Background: an optimization exercise with open tools, aiming at small area and a short achievable clock period. Do not read the settings as production practice. At most, simulation tests tie the RTL to the original design; equivalence was not proved. No functional check of the RTL was part of runs 1 to 5. Power and IR drop assume default switching activity.

$ cat design/flow/run.sh
#!/bin/bash
# synth_recipe.tcl (not shown) runs the flow's synth.tcl, then flattens the netlist and writes it again
# the make line also repeats each setting of config.mk as NAME=value (left out here)
make -C /OpenROAD-flow-scripts/flow DESIGN_CONFIG=/design/flow/config.mk WORK_HOME=/design/flow/orfs CLKGATE_MAP_FILE= SYNTH_SCRIPT=/design/flow/synth_recipe.tcl finish
$ cat design/flow/config.mk
export PLATFORM = sky130hd
export DESIGN_NAME = ook_decoder
export DESIGN_NICKNAME = ook_decoder
export VERILOG_FILES = /design/flow/design.v
export SDC_FILE = /design/flow/constraint.sdc
export NUM_CORES = 4
export LEC_CHECK = 0
export CAP_MARGIN = 20
export CORE_MARGIN = 2
export CORE_UTILIZATION = 60
export SETUP_SLACK_MARGIN = 5
export SLEW_MARGIN = 20
$ cat design/flow/constraint.sdc
create_clock -name core_clock -period 10.0 [get_ports {clk}]
set_input_delay 2.0000 -clock core_clock [delete_from_list [all_inputs] [get_ports {clk}]]
set_output_delay 2.0000 -clock core_clock [all_outputs]
set_load 0.01 [all_outputs]
$ cat design/flow/design.v
module ook_win (
    input  wire [12:0] x,
    input  wire [12:0] k,
    output wire        hit
);
    wire [4:0] k_hi1 = k[12:8] + 5'd1;
    wire [8:0] lo    = {1'b0, x[7:0]} - {1'b0, k[7:0]};
    wire       b8    = lo[8];
    wire       mid   = b8 ? (x[12:8] == k_hi1) : (x[12:8] == k[12:8]);
    assign hit = mid && (lo[7:0] <= 8'd200);
endmodule
module ook_assembler (
    input  wire        clk,
    input  wire        rst,
    input  wire        edge_valid,
    input  wire        edge_level,
    input  wire [31:0] edge_ts,
    output wire        enq,         
    output wire [63:0] enq_frame,   
    output wire        desync       
);
    reg [31:0] t0;
    reg        got_mark;
    reg [63:0] acc;
    reg        acc_zero;
    reg [7:0]  bit_count;
    wire [18:0] t0_hi1 = t0[31:13] + 19'd1;
    wire        b13    = edge_ts[12:0] < t0[12:0];
    wire        hi_ok  = b13 ? (edge_ts[31:13] == t0_hi1) : (edge_ts[31:13] == t0[31:13]);
    wire [12:0] k_mark = t0[12:0] + 13'd400;
    wire [12:0] k_zero = t0[12:0] + 13'd900;
    wire [12:0] k_one  = t0[12:0] + 13'd1900;
    wire [12:0] k_gap  = t0[12:0] + 13'd3900;
    wire lo_mark, lo_zero, lo_one, lo_gap;
    ook_win w_mark (.x(edge_ts[12:0]), .k(k_mark), .hit(lo_mark));
    ook_win w_zero (.x(edge_ts[12:0]), .k(k_zero), .hit(lo_zero));
    ook_win w_one  (.x(edge_ts[12:0]), .k(k_one),  .hit(lo_one));
    ook_win w_gap  (.x(edge_ts[12:0]), .k(k_gap),  .hit(lo_gap));
    wire in_mark = hi_ok && lo_mark;
    wire in_zero = hi_ok && lo_zero;
    wire in_one  = hi_ok && lo_one;
    wire in_gap  = hi_ok && lo_gap;
    wire rise    = edge_valid && edge_level && got_mark;
    wire do_bit  = rise && (lo_zero || lo_one) && hi_ok;
    wire do_gap  = rise && in_gap;
    wire bc36    = (bit_count == 8'd36);
    assign enq       = do_gap && bc36;
    assign desync    = do_gap && !bc36;
    assign enq_frame = acc;
    always @(posedge clk) begin
        if (rst) begin
            t0        <= 32'd0;
            got_mark  <= 1'b0;
            acc_zero  <= 1'b1;
            bit_count <= 8'd0;
        end else if (edge_valid) begin
            t0 <= edge_ts;
            if (!edge_level) begin
                got_mark <= in_mark;
            end else if (do_bit) begin
                acc_zero  <= 1'b0;
                bit_count <= bit_count + 8'd1;
            end else if (do_gap) begin
                acc_zero  <= 1'b1;
                bit_count <= 8'd0;
            end
        end
    end
    always @(posedge clk) begin
        if (do_bit)
            acc <= {acc[62:0] & {63{!acc_zero}}, lo_one};
    end
endmodule
module ook_queue #(
    parameter QCAP = 10
) (
    input  wire        clk,
    input  wire        rst,
    input  wire        enq,
    input  wire [63:0] enq_frame,
    input  wire        deq,         
    output wire        empty,
    output wire [29:0] head_fields,
    output wire        head_match,  
    output wire        ovf          
);
    function [29:0] fields(input [63:0] f);
        fields = {f[35:27], f[25], f[23:12], f[7:0]};
    endfunction
    reg [63:0]     newest;                  
    reg [29:0]     fld [1:QCAP-1];          
    reg [QCAP-1:0] match;                   
    reg            pend;                    
    reg [3:0]      count;                   
    wire full = (count == QCAP);
    assign empty = (count == 4'd0);
    assign ovf   = enq && full && !deq;
    wire new_match = (enq_frame == newest) && (enq_frame[11:8] == 4'b1111);
    integer i;
    always @(posedge clk) begin
        if (pend) begin
            newest   <= enq_frame;
            match[0] <= new_match;
            fld[1]   <= fields(newest);
            match[1] <= match[0];
            for (i = 2; i < QCAP; i = i + 1) begin
                fld[i]   <= fld[i-1];
                match[i] <= match[i-1];
            end
        end
    end
    reg [29:0] h_f;
    reg        h_m;
    wire [3:0] hidx = count - 4'd1 - {3'd0, pend};
    always @(*) begin
        if (pend && count == 4'd1) begin
            h_f = fields(enq_frame);
            h_m = new_match;
        end else begin
            h_f = fields(newest);
            h_m = match[0];
            for (i = 1; i < QCAP; i = i + 1)
                if (hidx == i) begin
                    h_f = fld[i];
                    h_m = match[i];
                end
        end
    end
    assign head_fields = h_f;
    assign head_match  = h_m;
    always @(posedge clk) begin
        if (rst) begin
            pend  <= 1'b0;
            count <= 4'd0;
        end else begin
            pend <= enq;
            if (enq && !deq && !full)
                count <= count + 4'd1;
            else if (deq && !enq)
                count <= count - 4'd1;
        end
    end
endmodule
module ook_evaluator (
    input  wire        clk,
    input  wire        rst,
    input  wire        tick,
    input  wire        q_empty,
    input  wire [29:0] q_fields,
    input  wire        q_match,
    output wire        deq,
    output reg         rec_valid,
    output wire [7:0]  rec_id,
    output wire        rec_battery_ok,
    output wire [7:0]  rec_channel,
    output wire [15:0] rec_temp,
    output wire [7:0]  rec_hum
);
    reg        drain;
    reg        ref_ok;
    reg        two_valid;
    reg [29:0] r_f;
    assign deq = drain && !q_empty;
    wire accept = deq && !two_valid && ref_ok && q_match;
    always @(posedge clk) begin
        if (rst) begin
            drain     <= 1'b0;
            ref_ok    <= 1'b0;
            two_valid <= 1'b0;
            rec_valid <= 1'b0;
            r_f       <= 30'd0;
        end else begin
            rec_valid <= accept;
            ref_ok    <= deq;
            if (!drain) begin
                if (tick)
                    drain <= 1'b1;
            end else if (q_empty) begin
                drain     <= 1'b0;
                two_valid <= 1'b0;
            end else if (accept) begin
                two_valid <= 1'b1;
            end
            if (accept)
                r_f <= q_fields;
        end
    end
    assign rec_id         = r_f[29:22];
    assign rec_battery_ok = r_f[21];
    assign rec_channel    = {6'd0, r_f[20], 1'b0};
    assign rec_temp       = {{4{r_f[19]}}, r_f[19:8]};
    assign rec_hum        = r_f[7:0];
endmodule
module ook_decoder (
    input  wire        clk,
    input  wire        rst,
    input  wire        edge_valid,
    input  wire        edge_level,
    input  wire [31:0] edge_ts,
    input  wire        tick,
    output wire        rec_valid,
    output wire [7:0]  rec_id,
    output wire        rec_battery_ok,
    output wire [7:0]  rec_channel,
    output wire [15:0] rec_temp,
    output wire [7:0]  rec_hum,
    output reg  [15:0] ovf_count,
    output reg  [15:0] desync_count
);
    wire        enq;
    wire [63:0] enq_frame;
    wire        desync;
    wire        deq;
    wire        q_empty;
    wire [29:0] q_fields;
    wire        q_match;
    wire        ovf;
    ook_assembler u_asm (
        .clk        (clk),
        .rst        (rst),
        .edge_valid (edge_valid),
        .edge_level (edge_level),
        .edge_ts    (edge_ts),
        .enq        (enq),
        .enq_frame  (enq_frame),
        .desync     (desync)
    );
    ook_queue u_queue (
        .clk         (clk),
        .rst         (rst),
        .enq         (enq),
        .enq_frame   (enq_frame),
        .deq         (deq),
        .empty       (q_empty),
        .head_fields (q_fields),
        .head_match  (q_match),
        .ovf         (ovf)
    );
    ook_evaluator u_eval (
        .clk            (clk),
        .rst            (rst),
        .tick           (tick),
        .q_empty        (q_empty),
        .q_fields       (q_fields),
        .q_match        (q_match),
        .deq            (deq),
        .rec_valid      (rec_valid),
        .rec_id         (rec_id),
        .rec_battery_ok (rec_battery_ok),
        .rec_channel    (rec_channel),
        .rec_temp       (rec_temp),
        .rec_hum        (rec_hum)
    );
    always @(posedge clk) begin
        if (rst) begin
            ovf_count    <= 16'd0;
            desync_count <= 16'd0;
        end else begin
            if (ovf && ovf_count != 16'hFFFF)
                ovf_count <= ovf_count + 16'd1;
            if (desync && desync_count != 16'hFFFF)
                desync_count <= desync_count + 16'd1;
        end
    end
endmodule
==> reports/results.ini, run 1 <==
[outcome]
outcome=complete, no violations

[floorplanning]
coreArea_sq_um=39800
die_y_um=205
dieWidth_um=205
fp.dieArea_sq_um=42000
start_util_pct=60.9
ios=111
std_cell_rows=73

[logic_synthesis]
synth_edf_count=408
synth_mux_area_share_pct=3.43
syn_avg_cell_area_sq_um=11.9
synth_commonest_cells=408 x edfxtp_1, 165 x nand2_1, 127 x nor2_1, 113 x dfxtp_1, 94 x xnor2_1
synth-simple-area-share_pct=13.3
synth_area_leaders=edfxtp_1 51%, dfxtp_1 9.3%, xnor2_1 3.4%
yosys.area_share.adder_pct=2.91
synth.most_common_cell=edfxtp_1
ys.flop_type=edfxtp_1
synth-compound-area-share_pct=11.7
ys_seq_area_share_pct=59.8
synthArstFlopShare_pct=0
ys_ff_latch=521
synth_top_family_by_area=simple AND/OR/NAND/NOR gates
synth_top_cell_by_area=edfxtp_1
yosys.area_share.xor_xnor_pct=6.07
ys_warn_count=5
synth_cell_types=95
synth_top_area_share_pct=50.5
syn-instance-count=2033
netlist_area_sq_um=24300

[clock_network]
cts_max_level=2
clkLatencyLatePin_ns=0.60
cts.clk_slew.worst_paths_ns=0.06
cts_sinks=521
cts_tree=yes
clockRootBuffer=clkbuf_16
clock_path_buffers=3
numCtsBuffers=52

[grt]
grtUsageMet3_pct=4.49
grt_pass1_vias=16284
grt_overflow_total=0
grtUsageMet1_pct=39.4
grt_max_degree=86
grt_pass1_wl_mm=91.7
track_usage_pct=28.2
grt-busiest-layer=met2
use_met2_pct=46.1
antenna_found_initial=0

[cells_and_area]
drive_gt1_share_pct=10.6
nNetsFinal=2237
area_delta_synth_final_pct=16.0
n_antenna_cell=0

[setup_path]
timing.rr.end=u_eval.r_f[16]
cpMostUsedCell=a31o_1
crit_path_max_fanout=16
r2r_cells=12
slowest_stage=or4_4
crit_type=in2reg
r2r_slack_ns=5.30
startpoint_type=primary input
path_cells=dlygate4sd2_1 -> ha_1 -> a2111o_1 -> a31o_1 -> a31o_4 -> a211oi_1 -> a31o_1 -> o2111ai_1 -> or4_4 -> and2_4 -> nor2_4 -> buf_12 -> buf_16
slowest_delay_ns=0.56
r2r_start=u_queue.count[0]
arrival_ns=5.22
cp_data_required_time_ns=10.30
endpoint_kind=register

[timing]
setup_viol=0
finalCritPeriodShare_pct=49.2
fin_crit_ns=4.92
finalClockSkew_ns=0.0173
slew_headroom_pct=27.6
hold_ws_ns=0.436
rsz0062_at_grt=no
maxSlewViolCount=0
fmax_mhz=203
tightest_slew_ns=1.09
hold_violations=0
setup_tns_ns=0

[detailed_routing]
drc=0
detail-route-antenna-nets=0
wl_per_cell_um=21.9
finalWirelength_mm=59.4
firstDrtPassIters=6
drt-initial-drc-count=1496
vias_per_cell=6.21
vias=16843

[placed_design]
dp_hpwl_mm=37.0
gp_congestion=0.876
port-buffer-count=103

[worst_hold_path]
min_from=u_queue.fld[7][22]
hold_path_end=u_queue.fld[8][22]
hold_depth=0
worst_hold_path_type=reg2reg

[power_and_ir_drop]
p_per_area_nw_per_um2=201
p_leak_nw=9.32
ir_worst_vdd_mv=0.181

[run]
maxCapViolations=0

-- cells in the final DEF (no fill, tap or decap), types with 14 or more instances in the layout --
| cell | instances |
|---|---|
| o21ai_0 | 71 |
| xor2_1 | 65 |
| a31oi_1 | 36 |
| edfxtp_1 | 408 |
| nor4_1 | 17 |
| a221oi_1 | 32 |
| or3_1 | 25 |
| a22o_1 | 30 |
| nor3_1 | 30 |
| mux2i_1 | 72 |
| a21oi_1 | 85 |
| inv_1 | 41 |
| nor2b_1 | 74 |
| buf_4 | 51 |
| o211ai_1 | 38 |
| nand3_1 | 67 |
| ha_1 | 44 |
| dfxtp_1 | 111 |
| xnor2_1 | 93 |
| nand4_1 | 33 |
| o22ai_1 | 36 |
| clkbuf_1 | 14 |
| clkbuf_16 | 53 |
| clkdlybuf4s50_1 | 88 |
| nand2_1 | 164 |
| nand2b_1 | 14 |
| and3_1 | 15 |
| nor2_1 | 120 |
-- per-stage QoR --
step	total power [mW]	worst slack, ns	std cells	cell area (sq um)	util [%]
2_1_floorplan	3.30	4.32	2039	24500	-
3_3_place_gp	3.71	3.27	2582	25800	64.9
3_5_place_dp	3.73	3.09	2582	25800	64.9
4_1_cts	5.67	5.01	2703	28000	70.2
5_1_grt	5.88	5.01	2712	28100	70.7
6_report	5.66	5.08	2712	28100	70.7
-- worst max-delay path by stage --
stage               start  cells past startpoint  slack (ns)          endpoint
6_report       edge_ts[5]                     13        5.08     u_asm.acc[13]
3_5_place_dp   edge_ts[0]                     14        3.09  desync_count[13]
3_3_place_gp   edge_ts[0]                     14        3.27  desync_count[13]
2_1_floorplan  edge_ts[0]                     12        4.32      u_asm.acc[0]
5_1_grt        edge_ts[5]                     13        5.01     u_asm.acc[22]
4_1_cts        edge_ts[2]                     12        5.01  u_queue.count[0]
-- timing repair --
| action | in CTS | in global routing |
|---|---|---|
| endpoints found under the setup margin | 125 | 101 |
| pin swaps | 17 | 13 |
| cloned | 3 | 1 |
| setup buffers | 22 | 8 |
| resized for setup | 52 | 30 |
| hold buffers | 0 | 0 |
-- logic make-up after synthesis --
group,after synthesis
mux,82
buf+inv,152
fa+ha+maj,56
simple gates,637
compound gates,421
flops,521
other cells,1
xor+xnor,163
-- layout make-up --
class | instances | area (sq um)
Inverter | 44 | 175
Clock inverter | 24 | 241
Multi-Input combinational cell | 1367 | 9580
Fill cell | 2878 | 11700
Sequential cell | 521 | 14500
Timing Repair Buffer | 159 | 1520
Clock buffer | 72 | 1450
Tap cell | 525 | 657
-- registers in the layout, indices dropped and copies added, names as in the netlist --
register          cells
desync_count         16
ovf_count            16
u_asm.acc            64
u_asm.acc_zero        1
u_asm.bit_count       8
u_asm.got_mark        1
u_asm.t0             32
u_eval.drain          1
u_eval.r_f           30
u_eval.rec_valid      1
u_eval.ref_ok         1
u_eval.two_valid      1
u_queue.count         4
u_queue.fld         270
u_queue.match        10
u_queue.newest       64
u_queue.pend          1
-- metal layers --
metal | part of all wire, % | up-vias
li1 | - | 7856
met3 | 6.3 | 95
met1 | 43 | 8324
met2 | 48 | 568
met4 | 2.5 | 0
met5 | 0 | -
-- where the power goes --
part / internal [mW] / total (mW) / switching, mW
sequential: 2.32 / 2.35 / 0.0333
combinational: 0.510 / 1.37 / 0.858
clock: 1.12 / 1.94 / 0.823
-- critical path: cells and delay by family --
| kind | cells | cell delay (ns) |
|---|---|---|
| AO/OA/AOI/OAI | 6 | 1.36 |
| AND/OR/NAND/NOR | 3 | 0.90 |
| buffers and inverters | 3 | 0.65 |
| adder cells (fa/ha/maj) | 1 | 0.29 |
==> inputs of run 2 (changes only) <==
--- a/design/flow/config.mk
+++ b/design/flow/config.mk
@@ -7,6 +7,5 @@
 export LEC_CHECK = 0
 export CAP_MARGIN = 20
 export CORE_MARGIN = 2
-export CORE_UTILIZATION = 60
-export SETUP_SLACK_MARGIN = 5
+export CORE_UTILIZATION = 40
 export SLEW_MARGIN = 20
==> reports/results.ini, run 2 <==
[cells_and_area]
drive_gt1_share_pct=6.89  ; was 10.6%
mostFrequentLayoutCell=edfxtp_1  ; unchanged
regMostFlops=u_queue.fld  ; unchanged
fillerInstances=5509  ; was 2878
final_cell_mix=408 x edfxtp_1, 165 x nand2_1, 121 x nor2_1  ; was 408 x edfxtp_1, 164 x nand2_1, 120 x nor2_1
top_regs=u_queue.fld x270, u_asm.acc x64, u_queue.newest x64  ; unchanged
nNetsFinal=2208  ; was 2237
largest_reg_flops=270  ; unchanged
stdcell_area_sq_um=27800  ; was 28100 sq um
final_cells=2945  ; was 2712
area_delta_synth_final_pct=14.5  ; was 16.0%

[logic_synthesis]
ys.flop_type=edfxtp_1  ; unchanged
synthArstFlopShare_pct=0  ; unchanged
synth_edf_count=408  ; unchanged
ys_ff_latch=521  ; unchanged
synth_top_cell_by_area=edfxtp_1  ; unchanged
syn_avg_cell_area_sq_um=11.9  ; unchanged
syn-instance-count=2033  ; unchanged
ys_warn_count=5  ; unchanged
ys_seq_area_share_pct=59.8  ; unchanged
netlist_area_sq_um=24300  ; unchanged
synth_cell_types=95  ; unchanged
synth.most_common_cell=edfxtp_1  ; unchanged
synth_commonest_cells=408 x edfxtp_1, 165 x nand2_1, 127 x nor2_1, 113 x dfxtp_1, 94 x xnor2_1  ; unchanged
synth_area_leaders=edfxtp_1 51%, dfxtp_1 9.3%, xnor2_1 3.4%  ; unchanged
synth_top_area_share_pct=50.5  ; unchanged

[power_and_ir_drop]
ir_worst_vdd_mv=0.145  ; was 0.181 mV
pwr-share-clk_pct=34.7  ; was 34.3%
p_per_area_nw_per_um2=202  ; was 201 nW/um^2
finalPower_mw=5.60  ; was 5.66 mW
power.switching_mw=1.72  ; was 1.71 mW
p_comb_share_pct=23.3  ; was 24.2%
p_leak_nw=9.06  ; was 9.32 nW
internal-power_mw=3.88  ; was 3.95 mW
pwr-share-seq_pct=42.0  ; was 41.6%
switching_share_pct=30.7  ; was 30.3%

[clock_network]
cts_sinks=521  ; unchanged
cts-resized-gates=0  ; was 52
hold_buffers=0  ; unchanged
clock_path_buffers=3  ; unchanged
cts.clk_slew.worst_paths_ns=0.06  ; about the same
numCtsBuffers=55  ; was 52
clockRootBuffer=clkbuf_16  ; unchanged
cts_tree=yes  ; unchanged
clkLatencyLatePin_ns=0.63  ; was 0.60 ns
cts_max_level=2  ; unchanged
cts_setup_buffers=0  ; was 22

[detailed_routing]
drc=0  ; unchanged
finalWirelength_mm=57.5  ; was 59.4 mm
detail-route-antenna-nets=0  ; unchanged
vias=16400  ; was 16843
vias_per_cell=5.57  ; was 6.21
drt-initial-drc-count=1303  ; was 1496
wl_per_cell_um=19.5  ; was 21.9 um
firstDrtPassIters=5  ; was 6

[timing]
rsz0062_at_grt=no  ; unchanged
setup_viol=0  ; unchanged
hold_violations=0  ; unchanged
slew_headroom_pct=27.9  ; was 27.6%
maxSlewViolCount=0  ; unchanged
fin_crit_ns=6.29  ; was 4.92 ns
fmax_mhz=159  ; was 203 MHz
tightest_slew_ns=1.08  ; was 1.09 ns
setup_tns_ns=0  ; unchanged
finalClockSkew_ns=0.0309  ; was 0.0173 ns
finalCritPeriodShare_pct=62.9  ; was 49.2%

[setup_path]
crit_type=in2reg  ; unchanged
arrival_ns=6.57  ; was 5.22 ns
endpoint_kind=register  ; unchanged
crit_path_max_fanout=30  ; was 16
startpoint_type=primary input  ; unchanged
cp_data_required_time_ns=10.27  ; was 10.30 ns

[outcome]
outcome=complete, no violations  ; unchanged

[grt]
antenna_found_initial=1  ; was 0
grt_overflow_total=0  ; unchanged
track_usage_pct=18.1  ; was 28.2%
grt_pass1_vias=16263  ; was 16284
grt_pass1_wl_mm=91.6  ; was 91.7 mm
grt_max_degree=91  ; was 86

[floorplanning]
coreArea_sq_um=60100  ; was 39800 sq um
ios=111  ; unchanged
std_cell_rows=90  ; was 73
fp.dieArea_sq_um=62600  ; was 42000 sq um
die_y_um=250  ; was 205 um
start_util_pct=40.3  ; was 60.9%
dieWidth_um=250  ; was 205 um

[placed_design]
dp.cells=2840  ; was 2582
dp_hpwl_mm=37.1  ; was 37.0 mm
gp_congestion=0.877  ; was 0.876
postPlaceCellArea_sq_um=26000  ; was 25800 sq um
port-buffer-count=103  ; unchanged

[worst_hold_path]
worst_hold_path_type=reg2reg  ; unchanged

[run]
maxCapViolations=0  ; unchanged

==> run 2: cell types whose count changed in the layout (fill, tap and decap cells not counted), moves of 5 or more <==
cell,delta
buf_4,-27
clkdlybuf4s50_1,+13
ha_1,+10
nor4_1,+6
clkinv_2,+5
ha_4,-7
clkbuf_1,+7
dlygate4sd2_1,-5
==> run 2: critical path, cell delays in order <==
cell and delay, ns:
clkdlybuf4s50_1 0.71, ha_1 0.49, nand2_1 0.05, o21ai_0 0.24, nor2b_1 0.64, nor3_1 0.13, o32ai_1 0.34, nand3_1 0.13
or4_1 0.49, or2_1 0.32, nor2_4 0.53, buf_4 0.48
==> run 2: layout make-up <==
cell class                 instances  area (sq um)  share of cell area (%)
tap                              782           978                    3.52
inverter                          44           165                   0.595
clock buffer                      80          1510                    5.44
multi-input combinational       1366          9160                    33.0
antenna                            1          2.50                 0.00901
clock inverter                    23           201                   0.725
timing repair buffer             128          1230                    4.45
sequential                       521         14500                    52.3
==> run 2: cell families after synthesis <==
group	Yosys count	synth area share, %
AND/OR/NAND/NOR	637	13.3
flip-flops	521	59.8
AO/OA/AOI/OAI	421	11.7
XOR/XNOR	163	6.07
buffers and inverters	152	2.70
multiplexers	82	3.43
adder cells (fa/ha/maj)	56	2.91
other	1	0.0155
==> run 2: layer usage <==
layer / vias to the layer above / routed length (um) / track usage (%)
met4: 0 / 976 / 4.53
met5: - / 0 / 0
met2: 365 / 26800 / 29.3
met3: 77 / 2790 / 3.47
met1: 8153 / 26900 / 25.2
li1: 7805 / - / -
==> run 2: final timing paths <==
path / slack, ns / cells after the start / endpoint / from
worst max-delay path: 3.71 / 12 / u_asm.acc[49] / edge_ts[8]
worst min-delay path: 0.43 / 0 / u_queue.fld[8][11] / u_queue.fld[7][11]
worst max register to register: 4.77 / 12 / u_asm.acc[49] / u_asm.t0[8]
worst min register to register: 0.43 / 0 / u_queue.fld[8][11] / u_queue.fld[7][11]
==> run 2: power groups by stage <==
stage	logic (mW)	clock network (mW)	registers, mW
detailed placement	1.31	0	2.40
floorplan	0.883	0	2.38
finish	1.30	1.94	2.35
CTS	1.31	2.00	2.35
global placement	1.29	0	2.40
global route	1.44	2.08	2.36
==> run 2: stage by stage <==
step | setup slack (ns) | hold slack (ns) | utilization [%]
5_1_grt | 3.20 | 0.436 | 46.2
4_1_cts | 3.34 | 0.427 | 46.1
6_report | 3.71 | 0.433 | 46.2
3_5_place_dp | 2.67 | 0.434 | 43.3
3_3_place_gp | 2.80 | 0.430 | 43.3
2_1_floorplan | 2.39 | 0.426 | -
==> inputs of run 3 (changes only) <==
--- a/design/flow/config.mk
+++ b/design/flow/config.mk
@@ -7,5 +7,8 @@
 export LEC_CHECK = 0
 export CAP_MARGIN = 20
 export CORE_MARGIN = 2
-export CORE_UTILIZATION = 40
+export CORE_UTILIZATION = 60
+export CTS_BUF_LIST = sky130_fd_sc_hd__clkbuf_8
+export CTS_CLUSTER_SIZE = 30
+export SETUP_SLACK_MARGIN = 5
 export SLEW_MARGIN = 20
==> reports/results.ini, run 3 <==
[worst_hold_path]
worst_hold_path_type=reg2reg  ; unchanged

[detailed_routing]
drt-initial-drc-count=1671  ; was 1303
vias_per_cell=6.15  ; was 5.57
detail-route-antenna-nets=0  ; unchanged
drc=0  ; unchanged
wl_per_cell_um=21.6  ; was 19.5 um
finalWirelength_mm=59.9  ; was 57.5 mm
firstDrtPassIters=5  ; unchanged
vias=17035  ; was 16400

[clock_network]
clkLatencyLatePin_ns=0.66  ; was 0.63 ns
numCtsBuffers=85  ; was 55
clockRootBuffer=clkbuf_8  ; was clkbuf_16
clock_path_buffers=3  ; unchanged
cts_max_level=3  ; was 2
cts.clk_slew.worst_paths_ns=0.06  ; about the same
cts_tree=yes  ; unchanged
cts_sinks=521  ; unchanged

[grt]
grt_overflow_total=0  ; unchanged
grt_pass1_wl_mm=92.8  ; was 91.6 mm
antenna_found_initial=0  ; was 1
track_usage_pct=28.6  ; was 18.1%
grt_pass1_vias=16541  ; was 16263
grt_max_degree=86  ; was 91

[timing]
tightest_slew_ns=1.09  ; was 1.08 ns
hold_ws_ns=0.432  ; was 0.433 ns
setup_tns_ns=0  ; unchanged
finalCritPeriodShare_pct=49.2  ; was 62.9%
slew_headroom_pct=27.1  ; was 27.9%
fmax_mhz=203  ; was 159 MHz
maxSlewViolCount=0  ; unchanged
finalClockSkew_ns=0.0323  ; was 0.0309 ns
setup_viol=0  ; unchanged
rsz0062_at_grt=no  ; unchanged
fin_crit_ns=4.92  ; was 6.29 ns
hold_violations=0  ; unchanged

[cells_and_area]
area_delta_synth_final_pct=15.9  ; was 14.5%
regMostFlops=u_queue.fld  ; unchanged
stdcell_area_sq_um=28100  ; was 27800 sq um
final_cells=2771  ; was 2945
mostFrequentLayoutCell=edfxtp_1  ; unchanged
drive_gt1_share_pct=12.2  ; was 6.89%
top_regs=u_queue.fld x270, u_asm.acc x64, u_queue.newest x64  ; unchanged
largest_reg_flops=270  ; unchanged
final_cell_mix=408 x edfxtp_1, 164 x nand2_1, 120 x nor2_1  ; was 408 x edfxtp_1, 165 x nand2_1, 121 x nor2_1
n_antenna_cell=0  ; was 1
fillerInstances=2874  ; was 5509
nNetsFinal=2266  ; was 2208

[floorplanning]
fp.dieArea_sq_um=42000  ; was 62600 sq um
start_util_pct=60.9  ; was 40.3%
dieWidth_um=205  ; was 250 um
die_y_um=205  ; was 250 um
std_cell_rows=73  ; was 90
coreArea_sq_um=39800  ; was 60100 sq um
ios=111  ; unchanged

[outcome]
outcome=complete, no violations  ; unchanged

[setup_path]
crit_path_max_fanout=16  ; was 30
cpMostUsedCell=a31o_1
endpoint_kind=register  ; unchanged
slowest_stage=or4_4  ; was clkdlybuf4s50_1
cp_data_required_time_ns=10.35  ; was 10.27 ns
slowest_delay_ns=0.49  ; was 0.71 ns
arrival_ns=5.27  ; was 6.57 ns
path_cells=clkdlybuf4s15_2 -> ha_4 -> a2111o_1 -> a31o_1 -> a31o_4 -> a211oi_1 -> a31o_1 -> o2111ai_1 -> or4_4 -> and2_4 -> nor2_4 -> bufbuf_16  ; was clkdlybuf4s50_1 -> ha_1 -> nand2_1 -> o21ai_0 -> nor2b_1 -> nor3_1 -> o32ai_1 -> nand3_1 -> or4_1 -> or2_1 -> nor2_4 -> buf_4
crit_type=in2reg  ; unchanged
startpoint_type=primary input  ; unchanged

[power_and_ir_drop]
p_per_area_nw_per_um2=197  ; was 202 nW/um^2
p_leak_nw=9.48  ; was 9.06 nW
finalPower_mw=5.55  ; was 5.60 mW
ir_worst_vdd_mv=0.129  ; was 0.145 mV

[logic_synthesis]
synth_area_leaders=edfxtp_1 51%, dfxtp_1 9.3%, xnor2_1 3.4%  ; unchanged
syn_avg_cell_area_sq_um=11.9  ; unchanged
netlist_area_sq_um=24300  ; unchanged
ys_warn_count=5  ; unchanged
ys_ff_latch=521  ; unchanged
synthArstFlopShare_pct=0  ; unchanged
synth_top_cell_by_area=edfxtp_1  ; unchanged
synth_commonest_cells=408 x edfxtp_1, 165 x nand2_1, 127 x nor2_1, 113 x dfxtp_1, 94 x xnor2_1  ; unchanged
ys.flop_type=edfxtp_1  ; unchanged
syn-instance-count=2033  ; unchanged
ys_seq_area_share_pct=59.8  ; unchanged
synth_edf_count=408  ; unchanged
synth_cell_types=95  ; unchanged
synth_top_area_share_pct=50.5  ; unchanged
synth.most_common_cell=edfxtp_1  ; unchanged

[placed_design]
dp_hpwl_mm=37.0  ; was 37.1 mm
port-buffer-count=103  ; unchanged
postPlaceCellArea_sq_um=25800  ; was 26000 sq um
gp_congestion=0.876  ; was 0.877
dp.cells=2582  ; was 2840

[run]
maxCapViolations=0  ; unchanged

run 3: cell counts after synthesis:
Identical to the previous run, type by type.
run 3: critical path: cells and delay by family:
kind,cells,cell delay (ns)
compound gates,6,1.40
fa+ha+maj,1,0.31
simple gates,3,0.92
buf+inv,2,0.63
run 3: cell type report:
class	instances	area, sq um	area share, %
well taps	525	657	2.34
clock inverters	64	370	1.32
repair buffers	156	1480	5.25
flip-flops and latches	521	14500	51.7
clock buffers	95	1310	4.65
multi-input cells	1366	9590	34.1
inverters	44	175	0.623
run 3: what timing repair did:
action                                  4_1_cts  5_1_grt
buffers inserted                             19        8
cloned                                        3        0
hold buffers                                  0        0
endpoints found under the setup margin      129      100
pin swaps                                    20       16
resized for setup                            54       34
run 3: cell families after synthesis:
| family | Yosys count | share of synthesized area [%] |
|---|---|---|
| AO/OA/AOI/OAI | 421 | 11.7 |
| XOR/XNOR | 163 | 6.07 |
| adder cells (fa/ha/maj) | 56 | 2.91 |
| buffers and inverters | 152 | 2.70 |
| flip-flops | 521 | 59.8 |
| multiplexers | 82 | 3.43 |
| other | 1 | 0.0155 |
| AND/OR/NAND/NOR | 637 | 13.3 |
run 3: path summary, 6_finish.rpt:
check             depth (start not counted)                from  slack, ns                  to
hold reg to reg                           0  u_queue.fld[7][22]       0.43  u_queue.fld[8][22]
setup / recovery                         12          edge_ts[4]       5.08       u_asm.acc[33]
hold / removal                            0  u_queue.fld[7][22]       0.43  u_queue.fld[8][22]
setup reg to reg                         12    u_queue.count[0]       5.31       u_eval.r_f[7]
run 3: through the flow:
stage / worst slack, ns / utilization, %
after floorplan: 4.32 / -
after global placement: 3.27 / 64.9
after detailed placement: 3.09 / 64.9
after CTS: 5.00 / 70.2
after global routing: 4.93 / 70.6
final: 5.08 / 70.6
run 3: per-layer routing:
layer | vias up | global-route usage, % | routed length [um]
met5 | - | 0 | 0
met4 | 0 | 10.0 | 1610
met3 | 106 | 4.02 | 3690
met2 | 602 | 45.8 | 28600
met1 | 8394 | 40.2 | 25900
li1 | 7933 | - | -
run 3: where the power goes:
part / switching (mW) / total, mW / internal [mW]
sequential: 0.0329 / 2.35 / 2.32
clock: 0.877 / 1.83 / 0.957
combinational: 0.852 / 1.36 / 0.506
total: 1.76 / 5.55 / 3.78
==> inputs of run 4 (changes only) <==
==> design/flow/flow/run.sh (new file) <==
#!/bin/bash
# Standard layout (standard synthesis, floorplan, placement, CTS, routing),
# with post-placement/CTS/GRT timing repair aimed below the clock period.
set -euo pipefail
bash standard.sh SETUP_SLACK_MARGIN=6.5 finish > flow_standard.log 2>&1
==> design/flow/standard.sh (new file) <==
#!/bin/bash
# synth_recipe.tcl (not shown) runs the flow's synth.tcl, then flattens the netlist and writes it again
# the make line also repeats each setting of config.mk as NAME=value (left out here)
make -C /OpenROAD-flow-scripts/flow DESIGN_CONFIG=/design/flow/config.mk WORK_HOME=/design/flow/orfs CLKGATE_MAP_FILE= SYNTH_SCRIPT=/design/flow/synth_recipe.tcl "${@:-finish}"
--- a/design/flow/config.mk
+++ b/design/flow/config.mk
@@ -8,7 +8,4 @@
 export CAP_MARGIN = 20
 export CORE_MARGIN = 2
 export CORE_UTILIZATION = 60
-export CTS_BUF_LIST = sky130_fd_sc_hd__clkbuf_8
-export CTS_CLUSTER_SIZE = 30
-export SETUP_SLACK_MARGIN = 5
 export SLEW_MARGIN = 20
removed: design/flow/run.sh
==> reports/results.ini, run 4 <==
[outcome]
outcome=complete, no violations  ; unchanged

[power_and_ir_drop]
ir_worst_vdd_mv=0.162  ; was 0.129 mV
p_per_area_nw_per_um2=198  ; was 197 nW/um^2
power.switching_mw=1.77  ; was 1.76 mW
p_comb_share_pct=25.3  ; was 24.5%
internal-power_mw=4.08  ; was 3.78 mW
p_leak_nw=10.2  ; was 9.48 nW
pwr-share-clk_pct=34.4  ; was 33.1%
switching_share_pct=30.2  ; was 31.8%
pwr-share-seq_pct=40.3  ; was 42.4%

[grt]
grt_overflow_total=0  ; unchanged
grt_pass1_vias=16715  ; was 16541
antenna_found_initial=0  ; unchanged
track_usage_pct=29.1  ; was 28.6%
grt_pass1_wl_mm=94.5  ; was 92.8 mm
grt_max_degree=200  ; was 86

[setup_path]
timing.rr.end=u_asm.acc[29]  ; was u_eval.r_f[7]
arrival_ns=5.05  ; was 5.27 ns
crit_path_max_fanout=8  ; was 16
cp_data_required_time_ns=10.32  ; was 10.35 ns
startpoint_type=primary input  ; unchanged
slowest_stage=or4_4  ; unchanged
r2r_cells=16  ; was 12
slowest_delay_ns=0.44  ; was 0.49 ns
path_cells=buf_6 -> ha_4 -> nor2b_4 -> o2111ai_4 -> a311oi_4 -> buf_4 -> buf_6 -> nor3_1 -> xnor2_1 -> nand3_1 -> or4_4 -> or2_4 -> nor2_4 -> buf_12 -> buf_12 -> clkbuf_16  ; was clkdlybuf4s15_2 -> ha_4 -> a2111o_1 -> a31o_1 -> a31o_4 -> a211oi_1 -> a31o_1 -> o2111ai_1 -> or4_4 -> and2_4 -> nor2_4 -> bufbuf_16
r2r_start=u_asm.t0[2]  ; was u_queue.count[0]
cpLargestDelayFamily=simple AND/OR/NAND/NOR gates  ; was compound AO/OA/AOI/OAI gates
r2r_slack_ns=5.65  ; was 5.31 ns
crit_buf_inv=6  ; was 2
crit_type=in2reg  ; unchanged
endpoint_kind=register  ; unchanged

[cells_and_area]
nNetsFinal=2291  ; was 2266
area_delta_synth_final_pct=21.7  ; was 15.9%
largest_reg_flops=270  ; unchanged
stdcell_area_sq_um=29500  ; was 28100 sq um
drive_gt1_share_pct=16.8  ; was 12.2%
regMostFlops=u_queue.fld  ; unchanged
final_cell_mix=408 x edfxtp_1, 159 x nand2_1, 119 x nor2_1  ; was 408 x edfxtp_1, 164 x nand2_1, 120 x nor2_1
mostFrequentLayoutCell=edfxtp_1  ; unchanged
top_regs=u_queue.fld x270, u_asm.acc x64, u_queue.newest x64  ; unchanged
fin_util_pct=74.1  ; was 70.6%

[timing]
fmax_mhz=211  ; was 203 MHz
fin_crit_ns=4.73  ; was 4.92 ns
tightest_slew_ns=1.18  ; was 1.09 ns
maxSlewViolCount=0  ; unchanged
finalClockSkew_ns=0.0242  ; was 0.0323 ns
rsz0062_at_grt=yes  ; was no
setup_tns_ns=0  ; unchanged
setup_viol=0  ; unchanged
hold_violations=0  ; unchanged
finalCritPeriodShare_pct=47.3  ; was 49.2%
slew_headroom_pct=21.2  ; was 27.1%
hold_ws_ns=0.447  ; was 0.432 ns

[floorplanning]
dieWidth_um=205  ; unchanged
start_util_pct=60.9  ; unchanged
fp.dieArea_sq_um=42000  ; unchanged
ios=111  ; unchanged
coreArea_sq_um=39800  ; unchanged
std_cell_rows=73  ; unchanged
die_y_um=205  ; unchanged

[logic_synthesis]
synth.most_common_cell=edfxtp_1  ; unchanged
synth_edf_count=408  ; unchanged
synth_commonest_cells=408 x edfxtp_1, 165 x nand2_1, 127 x nor2_1, 113 x dfxtp_1, 94 x xnor2_1  ; unchanged
syn_avg_cell_area_sq_um=11.9  ; unchanged
syn-instance-count=2033  ; unchanged
ys_warn_count=5  ; unchanged
netlist_area_sq_um=24300  ; unchanged
synth_area_leaders=edfxtp_1 51%, dfxtp_1 9.3%, xnor2_1 3.4%  ; unchanged
ys.flop_type=edfxtp_1  ; unchanged
ys_ff_latch=521  ; unchanged
ys_seq_area_share_pct=59.8  ; unchanged
synth_cell_types=95  ; unchanged
synth_top_cell_by_area=edfxtp_1  ; unchanged
synth_top_area_share_pct=50.5  ; unchanged
synthArstFlopShare_pct=0  ; unchanged

[clock_network]
cts_sinks=521  ; unchanged
cts.clk_slew.worst_paths_ns=0.06  ; about the same
numCtsBuffers=52  ; was 85
clockRootBuffer=clkbuf_16  ; was clkbuf_8
clkLatencyLatePin_ns=0.61  ; was 0.66 ns
cts_tree=yes  ; unchanged
clock_path_buffers=3  ; unchanged
cts_max_level=2  ; was 3

[worst_hold_path]
hold_depth=0  ; unchanged
hold_path_end=u_queue.fld[2][20]  ; was u_queue.fld[8][22]
min_from=u_queue.fld[1][20]  ; was u_queue.fld[7][22]
worst_hold_path_type=reg2reg  ; unchanged

[run]
maxCapViolations=0  ; unchanged

[detailed_routing]
drc=0  ; unchanged
finalWirelength_mm=62.1  ; was 59.9 mm
wl_per_cell_um=22.4  ; was 21.6 um
drt-initial-drc-count=1575  ; was 1671
firstDrtPassIters=5  ; unchanged
vias=17416  ; was 17035
vias_per_cell=6.29  ; was 6.15
detail-route-antenna-nets=0  ; unchanged

[placed_design]
postPlaceCellArea_sq_um=25900  ; was 25800 sq um
port-buffer-count=103  ; unchanged
gp_congestion=0.918  ; was 0.876
dp_hpwl_mm=36.2  ; was 37.0 mm

==> run 4: cell families after synthesis <==
kind of cell / count (synthesis) / share of synthesized area, %
AO/OA/AOI/OAI: 421 / 11.7
XOR/XNOR: 163 / 6.07
adder cells (fa/ha/maj): 56 / 2.91
buffers and inverters: 152 / 2.70
flip-flops: 521 / 59.8
multiplexers: 82 / 3.43
other: 1 / 0.0155
AND/OR/NAND/NOR: 637 / 13.3
==> run 4: worst max path at each step <==
stage | start | endpoint | cells after the start
4_1_cts | edge_ts[0] | u_queue.count[2] | 14
5_1_grt | edge_ts[0] | u_queue.count[0] | 14
6_report | edge_ts[1] | u_asm.acc[29] | 16
3_5_place_dp | edge_ts[0] | desync_count[13] | 14
2_1_floorplan | edge_ts[0] | u_asm.acc[0] | 12
3_3_place_gp | edge_ts[0] | desync_count[13] | 14
==> run 4: layout make-up <==
class / instances / area (sq um)
Clock inverter: 16 / 229
Fill cell: 2643 / 10300
Sequential cell: 521 / 14500
Clock buffer: 80 / 1530
Tap cell: 525 / 657
Multi-Input combinational cell: 1370 / 10200
Inverter: 44 / 175
Antenna cell: 1 / 2.50
Timing Repair Buffer: 210 / 2210
==> run 4: worst register-to-register path, cell delays in order (launching register included) <==
cell,delay (ns)
dfxtp_1,0.61
inv_1,0.19
ha_1,0.35
inv_1,0.07
ha_4,0.17
a2111o_1,0.43
a31o_1,0.22
a31o_4,0.29
mux2i_1,0.18
xor2_1,0.16
o2111ai_1,0.14
or4_4,0.50
and2_4,0.21
nor2_4,0.10
buf_12,0.16
buf_12,0.13
clkbuf_16,0.15
==> run 4: power groups by stage <==
stage / registers (mW) / clock network [mW] / logic (mW)
6_report: 2.36 / 2.01 / 1.48
5_1_grt: 2.36 / 2.11 / 1.60
4_1_cts: 2.35 / 2.04 / 1.40
3_5_place_dp: 2.40 / 0 / 1.32
3_3_place_gp: 2.40 / 0 / 1.30
2_1_floorplan: 2.38 / 0 / 0.921
==> run 4: per-layer routing <==
layer  part of all wire (%)  global-route usage (%)  routed length (um)  vias to the layer above
met2                     47                    46.1               29200                      640
met4                    2.9                    9.28                1770                        0
met1                     43                    41.0               26800                     8673
li1                       -                       -                   -                     7987
met5                      0                       0                   0                        -
met3                    7.0                    5.22                4340                      116
==> run 4: through the flow <==
stage | setup WS (ns) | total power, mW | std cells
after floorplan | 4.32 | 3.30 | 2039
final | 5.27 | 5.84 | 2767
after CTS | 5.32 | 5.79 | 2749
after detailed placement | 3.05 | 3.72 | 2580
after global routing | 5.17 | 6.07 | 2766
after global placement | 3.20 | 3.70 | 2580
==> run 4: what timing repair did <==
action	in CTS	in global routing
gates resized for setup	249	83
pin swaps	58	31
setup buffers	64	14
endpoints found under the setup margin	192	151
hold buffers	0	0
gates cloned	9	3
==> inputs of run 5 (changes only) <==
--- a/design/flow/design.v
+++ b/design/flow/design.v
@@ -1,14 +1,3 @@
-module ook_win (
-    input  wire [12:0] x,
-    input  wire [12:0] k,
-    output wire        hit
-);
-    wire [4:0] k_hi1 = k[12:8] + 5'd1;
-    wire [8:0] lo    = {1'b0, x[7:0]} - {1'b0, k[7:0]};
-    wire       b8    = lo[8];
-    wire       mid   = b8 ? (x[12:8] == k_hi1) : (x[12:8] == k[12:8]);
-    assign hit = mid && (lo[7:0] <= 8'd200);
-endmodule
 module ook_assembler (
     input  wire        clk,
     input  wire        rst,
@@ -24,18 +13,69 @@
     reg [63:0] acc;
     reg        acc_zero;
     reg [7:0]  bit_count;
-    wire [18:0] t0_hi1 = t0[31:13] + 19'd1;
-    wire        b13    = edge_ts[12:0] < t0[12:0];
-    wire        hi_ok  = b13 ? (edge_ts[31:13] == t0_hi1) : (edge_ts[31:13] == t0[31:13]);
-    wire [12:0] k_mark = t0[12:0] + 13'd400;
-    wire [12:0] k_zero = t0[12:0] + 13'd900;
-    wire [12:0] k_one  = t0[12:0] + 13'd1900;
-    wire [12:0] k_gap  = t0[12:0] + 13'd3900;
-    wire lo_mark, lo_zero, lo_one, lo_gap;
-    ook_win w_mark (.x(edge_ts[12:0]), .k(k_mark), .hit(lo_mark));
-    ook_win w_zero (.x(edge_ts[12:0]), .k(k_zero), .hit(lo_zero));
-    ook_win w_one  (.x(edge_ts[12:0]), .k(k_one),  .hit(lo_one));
-    ook_win w_gap  (.x(edge_ts[12:0]), .k(k_gap),  .hit(lo_gap));
+    wire [31:0] x = edge_ts;
+    wire [12:0] bg = ~x[12:0] & t0[12:0];      
+    wire [12:0] bp = ~(x[12:0] ^ t0[12:0]);    
+    wire [12:0] g1, p1, g2, p2, g3, p3, g4;
+    genvar i;
+    generate
+        for (i = 0; i < 13; i = i + 1) begin : pfx
+            if (i >= 1) begin : s1
+                assign g1[i] = bg[i] | (bp[i] & bg[i-1]);
+                assign p1[i] = bp[i] & bp[i-1];
+            end else begin : s1z
+                assign g1[i] = bg[i];
+                assign p1[i] = bp[i];
+            end
+            if (i >= 2) begin : s2
+                assign g2[i] = g1[i] | (p1[i] & g1[i-2]);
+                assign p2[i] = p1[i] & p1[i-2];
+            end else begin : s2z
+                assign g2[i] = g1[i];
+                assign p2[i] = p1[i];
+            end
+            if (i >= 4) begin : s3
+                assign g3[i] = g2[i] | (p2[i] & g2[i-4]);
+                assign p3[i] = p2[i] & p2[i-4];
+            end else begin : s3z
+                assign g3[i] = g2[i];
+                assign p3[i] = p2[i];
+            end
+            if (i >= 8) begin : s4
+                assign g4[i] = g3[i] | (p3[i] & g3[i-8]);
+            end else begin : s4z
+                assign g4[i] = g3[i];
+            end
+        end
+    endgenerate
+    wire [12:0] d = ~bp ^ {g4[11:0], 1'b0};
+    wire        b13 = g4[12];
+    wire [18:0] xh = x[31:13];
+    wire [18:0] th = t0[31:13];
+    wire        hi_eq0 = &(xh ~^ th);
+    wire [18:0] he = xh ~^ th;
+    wire [18:0] hs = xh & ~th;
+    wire [18:0] hz = ~xh & th;
+    wire [18:0] hit1;
+    generate
+        for (i = 0; i < 19; i = i + 1) begin : inc
+            if (i == 0 && i == 18) begin : only
+                assign hit1[i] = hs[i];
+            end else if (i == 0) begin : lo
+                assign hit1[i] = hs[i] & (&he[18:i+1]);
+            end else if (i == 18) begin : hi
+                assign hit1[i] = hs[i] & (&hz[i-1:0]);
+            end else begin : mid
+                assign hit1[i] = hs[i] & (&he[18:i+1]) & (&hz[i-1:0]);
+            end
+        end
+    endgenerate
+    wire        hi_eq1 = (|hit1) | (&hz);
+    wire        hi_ok  = b13 ? hi_eq1 : hi_eq0;
+    wire lo_mark = (d >= 13'd400)  && (d <= 13'd600);
+    wire lo_zero = (d >= 13'd900)  && (d <= 13'd1100);
+    wire lo_one  = (d >= 13'd1900) && (d <= 13'd2100);
+    wire lo_gap  = (d >= 13'd3900) && (d <= 13'd4100);
     wire in_mark = hi_ok && lo_mark;
     wire in_zero = hi_ok && lo_zero;
     wire in_one  = hi_ok && lo_one;
==> design/flow/run.sh (new file) <==
#!/bin/bash
# synth_recipe.tcl (not shown) runs the flow's synth.tcl, then flattens the netlist and writes it again
# the make line also repeats each setting of config.mk as NAME=value (left out here)
make -C /OpenROAD-flow-scripts/flow DESIGN_CONFIG=/design/flow/config.mk WORK_HOME=/design/flow/orfs CLKGATE_MAP_FILE= SYNTH_SCRIPT=/design/flow/synth_recipe.tcl finish
--- a/design/flow/config.mk
+++ b/design/flow/config.mk
@@ -8,4 +8,5 @@
 export CAP_MARGIN = 20
 export CORE_MARGIN = 2
 export CORE_UTILIZATION = 60
+export SETUP_SLACK_MARGIN = 5
 export SLEW_MARGIN = 20
removed: design/flow/flow/run.sh
removed: design/flow/standard.sh
==> reports/results.ini, run 5 <==
[setup_path]
cpLargestDelayFamily=simple AND/OR/NAND/NOR gates  ; unchanged
startpoint_type=primary input  ; unchanged
r2r_slack_ns=5.44  ; was 5.65 ns
crit_buf_inv=5  ; was 6
slowest_delay_ns=0.59  ; was 0.44 ns
r2r_start=u_queue.count[0]  ; was u_asm.t0[2]
slowest_stage=or4b_4  ; was or4_4
path_depth=17  ; was 16
arrival_ns=5.46  ; was 5.05 ns
timing.rr.end=u_eval.r_f[15]  ; was u_asm.acc[29]
r2r_cells=12  ; was 16
crit_type=in2reg  ; unchanged
cp_data_required_time_ns=10.44  ; was 10.32 ns
crit_path_max_fanout=7  ; was 8
path_cells=buf_12 -> inv_12 -> ha_4 -> inv_2 -> fa_2 -> nand2b_4 -> a211oi_4 -> buf_4 -> o22ai_4 -> xnor2_2 -> nand4_1 -> or4b_4 -> buf_6 -> a211o_4 -> nor4_4 -> xnor2_1 -> nor2_1  ; was buf_6 -> ha_4 -> nor2b_4 -> o2111ai_4 -> a311oi_4 -> buf_4 -> buf_6 -> nor3_1 -> xnor2_1 -> nand3_1 -> or4_4 -> or2_4 -> nor2_4 -> buf_12 -> buf_12 -> clkbuf_16
endpoint_kind=register  ; unchanged

[timing]
finalCritPeriodShare_pct=50.2  ; was 47.3%
rsz0062_at_grt=yes  ; unchanged
tightest_slew_ns=1.14  ; was 1.18 ns
fmax_mhz=199  ; was 211 MHz
slew_headroom_pct=23.7  ; was 21.2%
finalClockSkew_ns=0.0267  ; was 0.0242 ns
setup_tns_ns=0  ; unchanged
maxSlewViolCount=0  ; unchanged
hold_violations=0  ; unchanged
hold_ws_ns=0.433  ; was 0.447 ns
fin_crit_ns=5.02  ; was 4.73 ns
setup_viol=0  ; unchanged
layout_setup_ws_ns=4.98  ; was 5.27 ns

[logic_synthesis]
syn-instance-count=1769  ; was 2033
synth_top_cell_by_area=edfxtp_1  ; unchanged
ys_seq_area_share_pct=63.7  ; was 59.8%
syn_avg_cell_area_sq_um=12.9  ; was 11.9 sq um
synthArstFlopShare_pct=0  ; unchanged
synth_top_area_share_pct=53.8  ; was 50.5%
synth_area_leaders=edfxtp_1 54%, dfxtp_1 9.9%, ha_1 3.4%  ; was edfxtp_1 51%, dfxtp_1 9.3%, xnor2_1 3.4%
synth_edf_count=408  ; unchanged
synth_commonest_cells=408 x edfxtp_1, 136 x nor2_1, 113 x dfxtp_1, 97 x inv_1, 90 x a21oi_1  ; was 408 x edfxtp_1, 165 x nand2_1, 127 x nor2_1, 113 x dfxtp_1, 94 x xnor2_1
netlist_area_sq_um=22800  ; was 24300 sq um
ys_ff_latch=521  ; unchanged
synth.most_common_cell=edfxtp_1  ; unchanged
ys_warn_count=5  ; unchanged
ys.flop_type=edfxtp_1  ; unchanged
synth_cell_types=76  ; was 95

[grt]
grt_pass1_wl_mm=81.3  ; was 94.5 mm
grt_max_degree=157  ; was 200
track_usage_pct=26.7  ; was 29.1%
grt_overflow_total=0  ; unchanged
antenna_found_initial=0  ; unchanged
grt_pass1_vias=14644  ; was 16715

[floorplanning]
die_y_um=199  ; was 205 um
coreArea_sq_um=37500  ; was 39800 sq um
fp.dieArea_sq_um=39500  ; was 42000 sq um
dieWidth_um=199  ; was 205 um
std_cell_rows=71  ; was 73
ios=111  ; unchanged
start_util_pct=60.7  ; was 60.9%

[clock_network]
cts.clk_slew.worst_paths_ns=0.06  ; about the same
cts_max_level=2  ; unchanged
clock_path_buffers=3  ; unchanged
cts_sinks=521  ; unchanged
clkLatencyLatePin_ns=0.61  ; about the same
hold_buffers=0  ; unchanged
numCtsBuffers=54  ; was 52
clockRootBuffer=clkbuf_16  ; unchanged
cts_tree=yes  ; unchanged

[run]
maxCapViolations=0  ; unchanged

[cells_and_area]
nNetsFinal=2009  ; was 2291
stdcell_area_sq_um=27400  ; was 29500 sq um
n_antenna_cell=0  ; was 1
regMostFlops=u_queue.fld  ; unchanged
top_regs=u_queue.fld x270, u_asm.acc x64, u_queue.newest x64  ; unchanged
mostFrequentLayoutCell=edfxtp_1  ; unchanged
final_cell_mix=408 x edfxtp_1, 124 x nor2_1, 111 x dfxtp_1  ; was 408 x edfxtp_1, 159 x nand2_1, 119 x nor2_1
fillerInstances=2536  ; was 2643
largest_reg_flops=270  ; unchanged
drive_gt1_share_pct=15.4  ; was 16.8%
area_delta_synth_final_pct=20.5  ; was 21.7%
fin_util_pct=73.2  ; was 74.1%
final_cells=2465  ; was 2767

[detailed_routing]
firstDrtPassIters=6  ; was 5
finalWirelength_mm=52.2  ; was 62.1 mm
detail-route-antenna-nets=0  ; unchanged
drt-initial-drc-count=1294  ; was 1575
wl_per_cell_um=21.2  ; was 22.4 um
vias_per_cell=6.04  ; was 6.29
drc=0  ; unchanged
vias=14882  ; was 17416

[power_and_ir_drop]
p_per_area_nw_per_um2=209  ; was 198 nW/um^2
finalPower_mw=5.75  ; was 5.84 mW
p_leak_nw=9.77  ; was 10.2 nW
ir_worst_vdd_mv=0.191  ; was 0.162 mV

[outcome]
outcome=complete, no violations  ; unchanged

[worst_hold_path]
worst_hold_path_type=reg2reg  ; unchanged
hold_path_end=u_queue.fld[9][27]  ; was u_queue.fld[2][20]
min_from=u_queue.fld[8][27]  ; was u_queue.fld[1][20]
hold_depth=0  ; unchanged

[placed_design]
dp_hpwl_mm=30.1  ; was 36.2 mm
gp_congestion=0.859  ; was 0.918
port-buffer-count=103  ; unchanged
postPlaceCellArea_sq_um=24800  ; was 25900 sq um
dp.cells=2311  ; was 2580
preCtsSetupSlack_ns=2.97  ; was 3.05 ns

run 5: changes by cell type after synthesis, moves of 26 or more:
cell      previous run  this run
a221o_1              0        26
a22oi_1              2        33
inv_1               43        97
nand2_1            165        79
nand3_1             71        27
o211ai_1            38         9
o21ai_0             74        12
o22ai_1             36         6
xnor2_1             94        53
run 5: repair_timing:
item	CTS	global route
setup endpoints to repair	110	110
gates resized for setup	58	46
pin swaps	27	21
cloned	3	2
setup buffers	36	12
run 5: power by group:
part           switching (mW)  total, mW  internal (mW)
Combinational           0.824       1.39          0.561
Sequential             0.0223       2.34           2.32
Clock                   0.841       2.02           1.18
run 5: area by class of cell:
cell class                 count  area [sq um]  share of cell area, %
clock inverter                27           292                   1.06
multi-input combinational   1064          8410                   30.6
sequential                   521         14500                   52.9
clock buffer                  74          1500                   5.45
tap                          511           639                   2.33
inverter                      97           379                   1.38
timing repair buffer         171          1710                   6.24
run 5: worst max path at each step:
stage	slack, ns	end	start
CTS	4.97	ovf_count[15]	edge_ts[1]
finish	4.98	desync_count[7]	edge_ts[0]
floorplan	4.21	u_asm.acc[0]	edge_ts[0]
detailed placement	2.97	u_asm.acc[2]	edge_ts[0]
global route	4.84	desync_count[7]	edge_ts[0]
global placement	3.08	u_asm.acc[2]	edge_ts[0]
run 5: layer usage:
| layer | global-route usage (%) | vias to the layer above | share of wire, % |
|---|---|---|---|
| met2 | 44.3 | 450 | 49 |
| met5 | 0 | - | 0 |
| met4 | 7.32 | 0 | 2.5 |
| met1 | 36.6 | 7399 | 44 |
| li1 | - | 6940 | - |
| met3 | 4.27 | 93 | 5.1 |
run 5: cells by family after synthesis:
family	after synthesis	synth area share, %
flops	521	63.7
fa+ha+maj	63	3.49
simple gates	447	10.1
xor+xnor	107	4.12
compound gates	364	11.8
mux	74	3.29
other cells	1	0.0165
buf+inv	192	3.44
run 5: worst reg2reg max path, stage by stage (launching register included):
cell and delay (ns):
dfxtp_1 0.47, inv_1 0.17, ha_1 0.26, xnor2_1 0.64
a311oi_2 0.40, o21ai_2 0.55, nor2_4 0.04, a222oi_1 0.33
nand2_1 0.15, o21ai_4 0.50, buf_6 0.46, a21oi_1 0.18
a221oi_1 0.30
==> inputs of run 6 (changes only) <==
--- a/design/flow/design.v
+++ b/design/flow/design.v
@@ -12,6 +12,9 @@
     reg        got_mark;
     reg [63:0] acc;
     reg        acc_zero;
+    reg        pend_v;
+    reg        pend_bit;
+    reg        pend_zero;
     reg [7:0]  bit_count;
     wire [31:0] x = edge_ts;
     wire [12:0] bg = ~x[12:0] & t0[12:0];      
@@ -107,8 +110,11 @@
         end
     end
     always @(posedge clk) begin
-        if (do_bit)
-            acc <= {acc[62:0] & {63{!acc_zero}}, lo_one};
+        pend_v    <= do_bit && !rst;
+        pend_bit  <= lo_one;
+        pend_zero <= acc_zero;
+        if (pend_v)
+            acc <= {acc[62:0] & {63{!pend_zero}}, pend_bit};
     end
 endmodule
 module ook_queue #(
@@ -131,9 +137,9 @@
     reg [29:0]     fld [1:QCAP-1];          
     reg [QCAP-1:0] match;                   
     reg            pend;                    
-    reg [3:0]      count;                   
-    wire full = (count == QCAP);
-    assign empty = (count == 4'd0);
+    reg [QCAP-1:0] occ;                     
+    wire full = occ[QCAP-1];
+    assign empty = !occ[0];
     assign ovf   = enq && full && !deq;
     wire new_match = (enq_frame == newest) && (enq_frame[11:8] == 4'b1111);
     integer i;
@@ -149,35 +155,38 @@
             end
         end
     end
+    wire [QCAP:0] last = {1'b0, occ} & ~{2'b0, occ[QCAP-1:1]};   
     reg [29:0] h_f;
     reg        h_m;
-    wire [3:0] hidx = count - 4'd1 - {3'd0, pend};
     always @(*) begin
-        if (pend && count == 4'd1) begin
+        h_f = 30'd0;
+        h_m = 1'b0;
+        if (pend && last[0]) begin
             h_f = fields(enq_frame);
             h_m = new_match;
-        end else begin
-            h_f = fields(newest);
-            h_m = match[0];
-            for (i = 1; i < QCAP; i = i + 1)
-                if (hidx == i) begin
-                    h_f = fld[i];
-                    h_m = match[i];
-                end
         end
+        if (pend ? last[1] : last[0]) begin
+            h_f = h_f | fields(newest);
+            h_m = h_m | match[0];
+        end
+        for (i = 1; i < QCAP; i = i + 1)
+            if (pend ? last[i+1] : last[i]) begin
+                h_f = h_f | fld[i];
+                h_m = h_m | match[i];
+            end
     end
     assign head_fields = h_f;
     assign head_match  = h_m;
     always @(posedge clk) begin
         if (rst) begin
-            pend  <= 1'b0;
-            count <= 4'd0;
+            pend <= 1'b0;
+            occ  <= {QCAP{1'b0}};
         end else begin
             pend <= enq;
             if (enq && !deq && !full)
-                count <= count + 4'd1;
+                occ <= {occ[QCAP-2:0], 1'b1};
             else if (deq && !enq)
-                count <= count - 4'd1;
+                occ <= {1'b0, occ[QCAP-1:1]};
         end
     end
 endmodule
@@ -291,15 +300,28 @@
         .rec_temp       (rec_temp),
         .rec_hum        (rec_hum)
     );
+    wire [15:0] ovf_inc, desync_inc;
+    genvar k;
+    generate
+        for (k = 0; k < 16; k = k + 1) begin : inc
+            if (k == 0) begin : b0
+                assign ovf_inc[k]    = ~ovf_count[k];
+                assign desync_inc[k] = ~desync_count[k];
+            end else begin : bk
+                assign ovf_inc[k]    = ovf_count[k]    ^ (&ovf_count[k-1:0]);
+                assign desync_inc[k] = desync_count[k] ^ (&desync_count[k-1:0]);
+            end
+        end
+    endgenerate
     always @(posedge clk) begin
         if (rst) begin
             ovf_count    <= 16'd0;
             desync_count <= 16'd0;
         end else begin
-            if (ovf && ovf_count != 16'hFFFF)
-                ovf_count <= ovf_count + 16'd1;
-            if (desync && desync_count != 16'hFFFF)
-                desync_count <= desync_count + 16'd1;
+            if (ovf && !(&ovf_count))
+                ovf_count <= ovf_inc;
+            if (desync && !(&desync_count))
+                desync_count <= desync_inc;
         end
     end
 endmodule
==> design/flow/flow/run.sh (new file) <==
#!/bin/bash
# Standard layout (the standard.sh: standard synthesis, floorplan,
# placement, CTS, routing) with two changes: the post-placement, post-CTS
# and post-route timing repair aims for a margin below the clock period,
# and the port buffers are a small plain buffer cell.
set -euo pipefail
bash standard.sh SETUP_SLACK_MARGIN=6.5 \
  "BUFFER_PORTS_ARGS=-buffer_cell sky130_fd_sc_hd__buf_2" finish > flow_standard.log 2>&1
==> design/flow/standard.sh (new file) <==
#!/bin/bash
# synth_recipe.tcl (not shown) runs the flow's synth.tcl, then flattens the netlist and writes it again
# the make line also repeats each setting of config.mk as NAME=value (left out here)
make -C /OpenROAD-flow-scripts/flow DESIGN_CONFIG=/design/flow/config.mk WORK_HOME=/design/flow/orfs CLKGATE_MAP_FILE= SYNTH_SCRIPT=/design/flow/synth_recipe.tcl "${@:-finish}"
--- a/design/flow/config.mk
+++ b/design/flow/config.mk
@@ -8,5 +8,4 @@
 export CAP_MARGIN = 20
 export CORE_MARGIN = 2
 export CORE_UTILIZATION = 60
-export SETUP_SLACK_MARGIN = 5
 export SLEW_MARGIN = 20
removed: design/flow/run.sh
==> reports/results.ini, run 6 <==
[timing]
tightest_slew_ns=1.02  ; was 1.14 ns
fmax_mhz=215  ; was 199 MHz
maxSlewViolCount=0  ; unchanged
hold_violations=0  ; unchanged
slew_headroom_pct=31.7  ; was 23.7%
finalCritPeriodShare_pct=46.5  ; was 50.2%
setup_tns_ns=0  ; unchanged
rsz0062_at_grt=yes  ; unchanged
setup_viol=0  ; unchanged
fin_crit_ns=4.65  ; was 5.02 ns
finalClockSkew_ns=0.0152  ; was 0.0267 ns
hold_ws_ns=0.348  ; was 0.433 ns

[cells_and_area]
fillerInstances=2482  ; was 2536
drive_gt1_share_pct=21.2  ; was 15.4%
regMostFlops=u_queue.fld  ; unchanged
final_cell_mix=408 x edfxtp_1, 119 x dfxtp_1, 101 x buf_2  ; was 408 x edfxtp_1, 124 x nor2_1, 111 x dfxtp_1
n_antenna_cell=0  ; unchanged
final_cells=2276  ; was 2465
nNetsFinal=1862  ; was 2009
area_delta_synth_final_pct=17.7  ; was 20.5%
largest_reg_flops=270  ; unchanged
mostFrequentLayoutCell=edfxtp_1  ; unchanged
top_regs=u_queue.fld x270, u_asm.acc x64, u_queue.newest x64  ; unchanged

[logic_synthesis]
synth_top_area_share_pct=54.9  ; was 53.8%
synth_area_leaders=edfxtp_1 55%, dfxtp_1 11%, ha_1 3.4%  ; was edfxtp_1 54%, dfxtp_1 9.9%, ha_1 3.4%
syn_avg_cell_area_sq_um=13.8  ; was 12.9 sq um
synth_cell_types=86  ; was 76
syn-instance-count=1621  ; was 1769
ys_seq_area_share_pct=65.8  ; was 63.7%
netlist_area_sq_um=22300  ; was 22800 sq um
ys.flop_type=edfxtp_1  ; unchanged
synthArstFlopShare_pct=0  ; unchanged
ys_ff_latch=530  ; was 521
synth_edf_count=408  ; unchanged
ys_warn_count=5  ; unchanged
synth_commonest_cells=408 x edfxtp_1, 122 x dfxtp_1, 74 x inv_1, 71 x nor2_1, 69 x nor2b_1  ; was 408 x edfxtp_1, 136 x nor2_1, 113 x dfxtp_1, 97 x inv_1, 90 x a21oi_1
synth_top_cell_by_area=edfxtp_1  ; unchanged
synth.most_common_cell=edfxtp_1  ; unchanged

[detailed_routing]
wl_per_cell_um=23.1  ; was 21.2 um
vias=14441  ; was 14882
met1_length_mm=24.0  ; was 22.9 mm
finalWirelength_mm=52.6  ; was 52.2 mm
vias_per_cell=6.34  ; was 6.04
wl_met3_mm=3.77  ; was 2.68 mm
firstDrtPassIters=8  ; was 6
drc=0  ; unchanged
dr_wl_met2_mm=23.8  ; was 25.4 mm
drt-initial-drc-count=1360  ; was 1294
top_layer_used=met4  ; unchanged
detail-route-antenna-nets=0  ; unchanged

[clock_network]
cts.clk_slew.worst_paths_ns=0.06  ; about the same
hold_buffers=0  ; unchanged
cts_max_level=2  ; unchanged
cts_tree=yes  ; unchanged
numCtsBuffers=53  ; was 54
cts_sinks=530  ; was 521
clock_path_buffers=3  ; unchanged
clkLatencyLatePin_ns=0.60  ; was 0.61 ns
clockRootBuffer=clkbuf_16  ; unchanged

[setup_path]
cp_data_required_time_ns=10.52  ; was 10.44 ns
r2r_start=u_asm.t0[0]  ; was u_queue.count[0]
endpoint_kind=register  ; unchanged
crit_type=in2reg  ; unchanged
startpoint=edge_ts[0]  ; unchanged
startpoint_type=primary input  ; unchanged
arrival_ns=5.16  ; was 5.46 ns
crit_path_max_fanout=7  ; unchanged

[floorplanning]
fp.dieArea_sq_um=38800  ; was 39500 sq um
coreArea_sq_um=36600  ; was 37500 sq um
ios=111  ; unchanged
std_cell_rows=70  ; was 71
die_y_um=197  ; was 199 um
start_util_pct=61.0  ; was 60.7%
dieWidth_um=197  ; was 199 um

[power_and_ir_drop]
p_leak_nw=9.09  ; was 9.77 nW
ir_worst_vdd_mv=0.163  ; was 0.191 mV
p_per_area_nw_per_um2=180  ; was 209 nW/um^2

[run]
maxCapViolations=0  ; unchanged

[grt]
track_usage_pct=27.0  ; was 26.7%
grt_overflow_total=0  ; unchanged
grt_max_degree=108  ; was 157
grt_pass1_vias=14145  ; was 14644
grt_pass1_wl_mm=80.2  ; was 81.3 mm
antenna_found_initial=0  ; unchanged

[placed_design]
gp_congestion=0.812  ; was 0.859
port-buffer-count=103  ; unchanged
dp_hpwl_mm=28.7  ; was 30.1 mm
dp.cells=2127  ; was 2311

[worst_hold_path]
min_from=u_asm.acc_zero  ; was u_queue.fld[8][27]
worst_hold_path_type=reg2reg  ; unchanged

[outcome]
outcome=complete, no violations  ; unchanged

## run 6: cell types whose count changed in the layout (fill, tap and decap cells not counted), moves of 20 or more
cell,change
a41o_1,+30
a21oi_1,-26
nor2_1,-55
a221o_1,-20
o221ai_1,-26
clkdlybuf4s50_1,-95
mux2i_1,-26
a22oi_1,+33
xor2_1,-30
buf_2,+100
a31oi_1,-23
a222oi_1,+29
## run 6: worst max-delay path, cell delays in order
cell	delay, ns
buf_12	0.11
inv_12	0.04
ha_4	0.12
inv_2	0.04
fa_2	0.33
and2b_2	0.27
nand3_2	0.08
o32a_1	0.29
o31a_1	0.29
a211oi_4	0.32
o2111a_2	0.29
buf_12	0.14
o2111ai_4	0.18
buf_6	0.22
or3_4	0.32
a21oi_2	0.12
## run 6: kinds of logic after synthesis
group                    after synthesis  synth area share (%)
AO/OA/AOI/OAI                        368                  13.1
XOR/XNOR                              77                  3.09
adder cells (fa/ha/maj)               62                  3.51
buffers and inverters                166                  3.13
flip-flops                           530                  65.8
multiplexers                          51                  2.34
other                                  1                0.0168
AND/OR/NAND/NOR                      366                  9.01
## run 6: timing repair
| item | in CTS | in global routing |
|---|---|---|
| setup endpoints to repair | 87 | 85 |
| buffers inserted | 37 | 9 |
| gates cloned | 3 | 0 |
| pin swaps | 27 | 24 |
| resized for setup | 67 | 36 |
## run 6: through the flow
stage	cell area (sq um)	setup WS, ns	utilization (%)	power, mW
5_1_grt	26300	5.23	71.8	4.86
3_5_place_dp	23500	3.90	64.1	2.55
4_1_cts	26000	5.42	71.1	4.74
2_1_floorplan	22600	5.13	-	2.52
3_3_place_gp	23500	3.98	64.1	2.55
6_report	26300	5.35	71.8	4.73
## run 6: routing by layer
layer	vias up	GRT usage, %
met5	-	0
met1	7249	40.4
met3	86	4.06
met4	0	8.63
met2	551	41.2
li1	6555	-
## run 6: path summary, 6_finish.rpt
path	endpoint	slack, ns	depth (start not counted)
min	u_asm.pend_zero	0.35	0
min reg2reg	u_asm.pend_zero	0.35	0
max	ovf_count[12]	5.35	16
max reg2reg	ovf_count[12]	6.53	14
## run 6: cell type report
cell class              instances  area [sq um]  area share [%]
inverters                      75           295            1.12
repair buffers                170          1190            4.53
flip-flops and latches        530         14700            55.9
clock buffers                  73          1530            5.84
well taps                     468           586            2.23
multi-input cells             933          7580            28.8
clock inverters                27           399            1.52
## run 6: report_power, final
group	switching [mW]	internal (mW)	leakage [nW]
registers	0.00628	2.35	4.68
clock network	0.838	1.33	0.953
logic	0.119	0.0875	3.46
total	0.963	3.76	9.09

Re-timed with assumed drivers on the ports (clkbuf_16 on the clock, buf_2 on other inputs), run 6 has 5.363 ns of setup slack against 5.355 ns with ideal ports, and 4.713 ns once port delays also move by the mid clock arrival of 0.649 ns.
